From an optimization exercise on the open Yosys and OpenROAD flow, aimed at small area; shortcuts taken in it are not production practice. Function was checked by simulation only, so behaviour that the tests miss may differ from the original. No activity file was given, so power comes from the tool's default toggle rates.

$ cat flow/design.v
module scd41_fconv (
    input  wire               clk,
    input  wire               rst,
    input  wire               start,
    input  wire signed [24:0] num,
    output wire               done,
    output wire [31:0]        result
);
    localparam [16:0] DIVISOR = 17'd65535;
    reg        sign;
    reg [15:0] rem;       
    reg [43:0] dq;        
    reg [5:0]  count;     
    reg        busy;
    wire [23:0] mag = num[24] ? -num[23:0] : num[23:0];
    wire [16:0] trial = {rem, dq[43]};
    wire        qbit  = trial >= DIVISOR;
    wire [16:0] diff  = trial - DIVISOR;
    always @(posedge clk) begin
        if (rst) begin
            busy  <= 1'b0;
            count <= 6'd0;
        end else if (start) begin
            sign  <= num[24];
            rem   <= mag[23:8];
            dq    <= {mag[7:0], 36'd0};
            count <= 6'd44;
            busy  <= 1'b1;
        end else if (busy) begin
            rem   <= qbit ? diff[15:0] : trial[15:0];
            dq    <= {dq[42:0], qbit};
            count <= count - 6'd1;
            if (count == 6'd1)
                busy <= 1'b0;
        end
    end
    assign done = busy && (count == 6'd1);
    wire [43:0] q = {dq[42:0], qbit};
    wire        rem_nz = (qbit ? diff[15:0] : trial[15:0]) != 16'd0;
    reg [5:0] lz;
    integer   i;
    always @(*) begin
        lz = 6'd44;
        for (i = 0; i < 44; i = i + 1)
            if (q[i])
                lz = 6'd43 - i[5:0];
    end
    wire [43:0] norm   = q << lz;
    wire [22:0] mant   = norm[42:20];
    wire        guard  = norm[19];
    wire        sticky = (|norm[18:0]) | rem_nz;
    wire        rnd    = guard & (sticky | mant[0]);
    wire [23:0] mant_r = {1'b0, mant} + {23'd0, rnd};
    wire [7:0]  expo   = 8'd134 - {2'b00, lz} + {7'd0, mant_r[23]};
    assign result = (q == 44'd0) ? 32'd0 : {sign, expo, mant_r[22:0]};
endmodule
module scd41_meas_decoder (
    input  wire        clk,
    input  wire        rst,
    input  wire        in_valid,
    input  wire [7:0]  in_data,
    output wire        in_ready,
    output reg         out_valid,
    output reg  [15:0] co2,
    output reg  [15:0] raw_t,
    output reg  [15:0] raw_rh,
    output reg  [31:0] temp,
    output reg  [31:0] rh
);
    localparam S_RECV = 1'b0;
    localparam S_CONV = 1'b1;
    reg       state;
    reg [3:0] idx;
    reg [7:0] b0, b1, b3, b4, b6, b7;
    wire accept = in_valid && in_ready;
    wire last   = accept && (idx == 4'd8);
    assign in_ready = (state == S_RECV);
    wire [15:0]        t_word  = {b3, b4};
    wire [15:0]        rh_word = {b6, b7};
    wire signed [24:0] t_num   = $signed({9'd0, t_word}) * 25'sd175 - 25'sd2949075;
    wire signed [24:0] rh_num  = $signed({9'd0, rh_word}) * 25'sd100;
    wire        t_done, rh_done;
    wire [31:0] t_f32, rh_f32;
    scd41_fconv u_fconv_t (
        .clk(clk), .rst(rst), .start(last), .num(t_num),
        .done(t_done), .result(t_f32)
    );
    scd41_fconv u_fconv_rh (
        .clk(clk), .rst(rst), .start(last), .num(rh_num),
        .done(rh_done), .result(rh_f32)
    );
    always @(posedge clk) begin
        if (rst) begin
            state     <= S_RECV;
            idx       <= 4'd0;
            out_valid <= 1'b0;
        end else begin
            out_valid <= 1'b0;
            case (state)
                S_RECV: if (accept) begin
                    case (idx)
                        4'd0: b0 <= in_data;
                        4'd1: b1 <= in_data;
                        4'd3: b3 <= in_data;
                        4'd4: b4 <= in_data;
                        4'd6: b6 <= in_data;
                        4'd7: b7 <= in_data;
                        default: ;
                    endcase
                    if (last) begin
                        idx   <= 4'd0;
                        state <= S_CONV;
                    end else begin
                        idx <= idx + 4'd1;
                    end
                end
                S_CONV: if (t_done && rh_done) begin
                    co2       <= {b0, b1};
                    raw_t     <= t_word;
                    raw_rh    <= rh_word;
                    temp      <= t_f32;
                    rh        <= rh_f32;
                    out_valid <= 1'b1;
                    state     <= S_RECV;
                end
            endcase
        end
    end
endmodule
$ cat flow/run.sh
#!/bin/bash
# synth_recipe.tcl (not shown) runs the flow's synth.tcl, then flattens the netlist and writes it again
# the make line also repeats each setting of config.mk as NAME=value (left out here)
make -C /OpenROAD-flow-scripts/flow DESIGN_CONFIG=/design/flow/config.mk WORK_HOME=/design/flow/orfs CLKGATE_MAP_FILE= SYNTH_SCRIPT=/design/flow/synth_recipe.tcl finish
$ cat flow/config.mk
export PLATFORM = sky130hd
export DESIGN_NAME = scd41_meas_decoder
export DESIGN_NICKNAME = scd41_meas_decoder
export VERILOG_FILES = /design/flow/design.v
export SDC_FILE = /design/flow/constraint.sdc
export NUM_CORES = 4
export LEC_CHECK = 0
export CAP_MARGIN = 20
export CORE_MARGIN = 2
export CORE_UTILIZATION = 40
export PLACE_DENSITY = 0.6
export SLEW_MARGIN = 20
$ cat flow/constraint.sdc
create_clock -name core_clock -period 10.0 [get_ports {clk}]
set_input_delay 2.0000 -clock core_clock [delete_from_list [all_inputs] [get_ports {clk}]]
set_output_delay 2.0000 -clock core_clock [all_outputs]
set_load 0.01 [all_outputs]
==> results.yml <==
setup_path:
  required_ns: 10.28
  slowest_stage: "edfxtp_1"
  crit_start: "b4[1]"
  r2r_slack_ns: 3.26
  timing.rr.start: "b4[1]"
  crit_type: "flip-flop to flip-flop"
  slowest_delay_ns: 0.56
  cp.arrival_ns: 7.03
  worstSetupEndpoint: "u_fconv_t.rem[0]"
  r2r_cells: 22
  cp.depth: 22
  start_kind: "flip-flop"
  path_max_fanout: 15
  endpoint_kind: "flip-flop"
  crit_family: "compound AO/OA/AOI/OAI gates"
  r2r-end: "u_fconv_t.rem[0]"
  crit_buf_inv: 4
  path_cells: "fa_1 > ha_1 > inv_1 > fa_1 > fa_1 > inv_1 > ha_1 > a211oi_1 > o21ai_0 > a221oi_1 > o21ai_0 > o41ai_1 > o21ai_0 > o41a_1 > a21o_1 > a21o_1 > xnor2_1 > buf_4 > clkinv_1 > and2_1 > xnor2_1 > a21oi_1"
placed_design:
  dp.cells: 3636
  hpwl_mm: 62.0
  finalWeightedCongestion: 0.992
  place_ws_ns: 3.30
  port_buffers: 123
power_and_ir_drop:
  p_sw_share_pct: 21.7
  combPwrFrac_pct: 2.4
  p_total_mw: 2.85
  power_switching_mw: 0.618
  p_per_area_nw_per_um2: 100
  clkPwrFrac_pct: 49.9
  irDropWorstVdd_uv: 136
  pwr-share-seq_pct: 47.7
  p_int_mw: 2.23
  p_leak_nw: 10.6
synth:
  syn_inst: 2793
  ys_types: 109
  syn_area_sq_um: 25200
  netlist.top_cell.by_area: "edfxtp_1"
  ys_warn_count: 2
  yosys.area.top_type_share_pct: 33.4
  synth_fp_nets: 3006
  avgSynthCellArea_sq_um: 9.01
  yosys-top-cells-area: "edfxtp_1 33%, ha_1 6.6%, fa_1 5.5%"
  yosys_register_bits: 300
  synthArstFlopShare_pct: 0
  synthFlopType: "edfxtp_1"
  ys_seq_area_share_pct: 35.0
  synth_edf_count: 280
status:
  status: "finished clean"
global_routing:
  grt_util_all_layers_pct: 25.2
  grt_max_degree: 105
  grt_pass1_vias: 21500
  gr-total-overflow: 0
  antenna_found_initial: 0
  grt_first_pass_wirelength_mm: 127
hold_path:
  hold_class: "flip-flop to flip-flop"
  holdPathStages: 0
drt:
  vias: 22200
  post-route-drc-count: 0
  totalWireLength_mm: 82.3
  antenna_left: 0
  vias_per_cell: 6.00
  dr.pass1.iters: 6
  drtIter0Drc: 2420
  wl_per_cell_microns: 22.2
sta:
  holdWs_ns: 0.421
  setup_viol: 0
  finalMaxSlewViolations: 0
  fmax_ghz: 0.148
  slew_headroom_pct: 17.4
  finalCritPeriodShare_pct: 67.4
  tns_ns: 0
  min_period_ns: 6.74
  final.setup_skew_ns: 0.0219
  worst_slack_ns: 3.26
  rsz0062_at_grt: "no"
  tightest_slew_ns: 1.23
  finalHoldViolations: 0
clocking:
  cts_buffer_depth: 3
  numCtsBuffers: 37
  cts_tree: "done"
  cts.sinks: 300
  htree_num_levels: 2
  cts.clk_slew.worst_paths_ns: 0.06
  hold_buffers: 0
  post_cts_buffers: 0
  clock_latency_ns: 0.59
  cts_resized: 0
  cts_root_buf: "clkbuf_16"
floorplan:
  start_util_pct: 40.6
  dieArea_sq_um: 64900
  std_cell_rows: 91
  io_pins: 125
  core_sq_um: 61900
  die_h_microns: 255
  dieWidth_microns: 255
job:
  maxCapViolCount: 0
finish:
  fin_cells: 3702
  final_layout_size_suffix_gt1_share_pct: 6.32
  area_delta_synth_final_pct: 13.1
  fin_nets: 3051
  antenna_cells: 0
## metal layers
metal  routed length, microns  GRT usage [%]  up-vias
li1                         -              -    10400
met1                    36600           35.2    10600
met2                    36600           39.5      993
met3                     6240           4.38      172
met4                     2830           8.54        0
met5                        0              0        -
## state kept, by name (all words and copies together), names as in the netlist, 4 cells and up
signal and flops:
u_fconv_rh.count 6, u_fconv_t.dq 44, idx 4, b0 8, raw_t 16, b7 8
b4 8, u_fconv_rh.rem 16, co2 16, raw_rh 16, temp 32, b6 8
u_fconv_t.count 6, b3 8, b1 8, rh 31, u_fconv_t.rem 16, u_fconv_rh.dq 44
## power by group through the flow
stage | combinational, mW | clock, mW | sequential, mW
final | 0.0694 | 1.42 | 1.36
after global routing | 0.0789 | 1.50 | 1.36
after CTS | 0.0705 | 1.46 | 1.36
after detailed placement | 0.0701 | 0 | 1.39
after global placement | 0.0688 | 0 | 1.39
after floorplan | 0.0507 | 0 | 1.39
## final cells by class
type                            instances  area [sq um]
Fill cell                            6076         33500
Multi-Input combinational cell       2122         15000
Sequential cell                       300          8810
Timing Repair Buffer                  166          1550
Tap cell                              837          1050
Clock buffer                           44           952
Inverter                              211           797
Clock inverter                         22           334
## kinds of logic after synthesis
kind of cell	Yosys count	share of synthesized area, %
adder cells (fa/ha/maj)	202	12.1
AND/OR/NAND/NOR	949	18.3
buffers and inverters	371	5.93
XOR/XNOR	142	4.94
multiplexers	80	3.62
flip-flops	300	35.0
AO/OA/AOI/OAI	748	20.0
other	1	0.0149
## per-stage QoR
step                area, sq um  util (%)
global route              28400      45.9
detailed placement        27200      43.8
floorplan                 25200         -
finish                    28400      45.9
CTS                       28400      45.9
global placement          27200      43.8
## cells in the mapped netlist (29+ instances only)
library cell	number
fa_1	69
nand2_1	249
a21oi_1	197
clkbuf_1	103
edfxtp_1	280
nand3_1	68
ha_1	133
o211ai_1	32
nor2_1	270
inv_1	207
xor2_1	47
xnor2_1	95
nor3_1	104
a211oi_1	87
nor4_1	42
and2_1	56
a31oi_1	29
o21ai_0	132
buf_2	33
mux2i_1	60
## worst min-delay path by stage
stage	startpoint	to	slack [ns]
final	b1[7]	co2[7]	0.42
after global routing	b1[5]	co2[5]	0.43
after CTS	b1[7]	co2[7]	0.42
after detailed placement	b1[7]	co2[7]	0.41
after global placement	b1[0]	co2[0]	0.40
after floorplan	b1[0]	co2[0]	0.40
## cells in the final DEF, fill, tap and decap left out, drive strengths merged, types with 21 or more instances in the layout
| cell type | instances |
|---|---|
| edfxtp | 280 |
| xnor2 | 95 |
| nand3 | 69 |
| o211ai | 36 |
| clkdlybuf4s50 | 123 |
| buf | 43 |
| o21ai | 135 |
| clkbuf | 44 |
| a211oi | 89 |
| xor2 | 47 |
| ha | 133 |
| and2 | 56 |
| nand2 | 250 |
| nor4 | 44 |
| a21oi | 200 |
| nand4 | 25 |
| mux2i | 61 |
| fa | 69 |
| a221oi | 21 |
| inv | 210 |
| a31oi | 29 |
| a21o | 25 |
| nor3 | 105 |
| nor2 | 272 |

static timing again, ports no longer ideal:
No port has a modelled driver above. Below, the same layout with a new extraction and two added sets of constraints. Step 1 (the two cells are an assumption about what drives the block):
set clk [get_ports {clk}]
set_driving_cell -lib_cell sky130_fd_sc_hd__clkbuf_16 $clk
set_driving_cell -lib_cell sky130_fd_sc_hd__buf_2 [delete_from_list [all_inputs] $clk]
Step 2 adds t to the input delays and takes it off the output delays; t is the mean of the earliest and latest rising clock arrival at the registers after step 1. Input paths then give back, and output paths get back, about the clock's delay inside the block. Three values: ideal, step 1, step 2; two values: the first two.
t, ns: 0.639
setup WS [ns]: 3.258 / 3.258 / 3.258
worst setup path at the end: register to register
latest minus earliest clock arrival (ns): 0.026 / 0.025
pins driven straight from the clock port: 1
After both steps setup and hold are still met in this run. For this run, drivers alone change the setup slack by 0.000 ns; drivers and shift together by 0.000 ns.
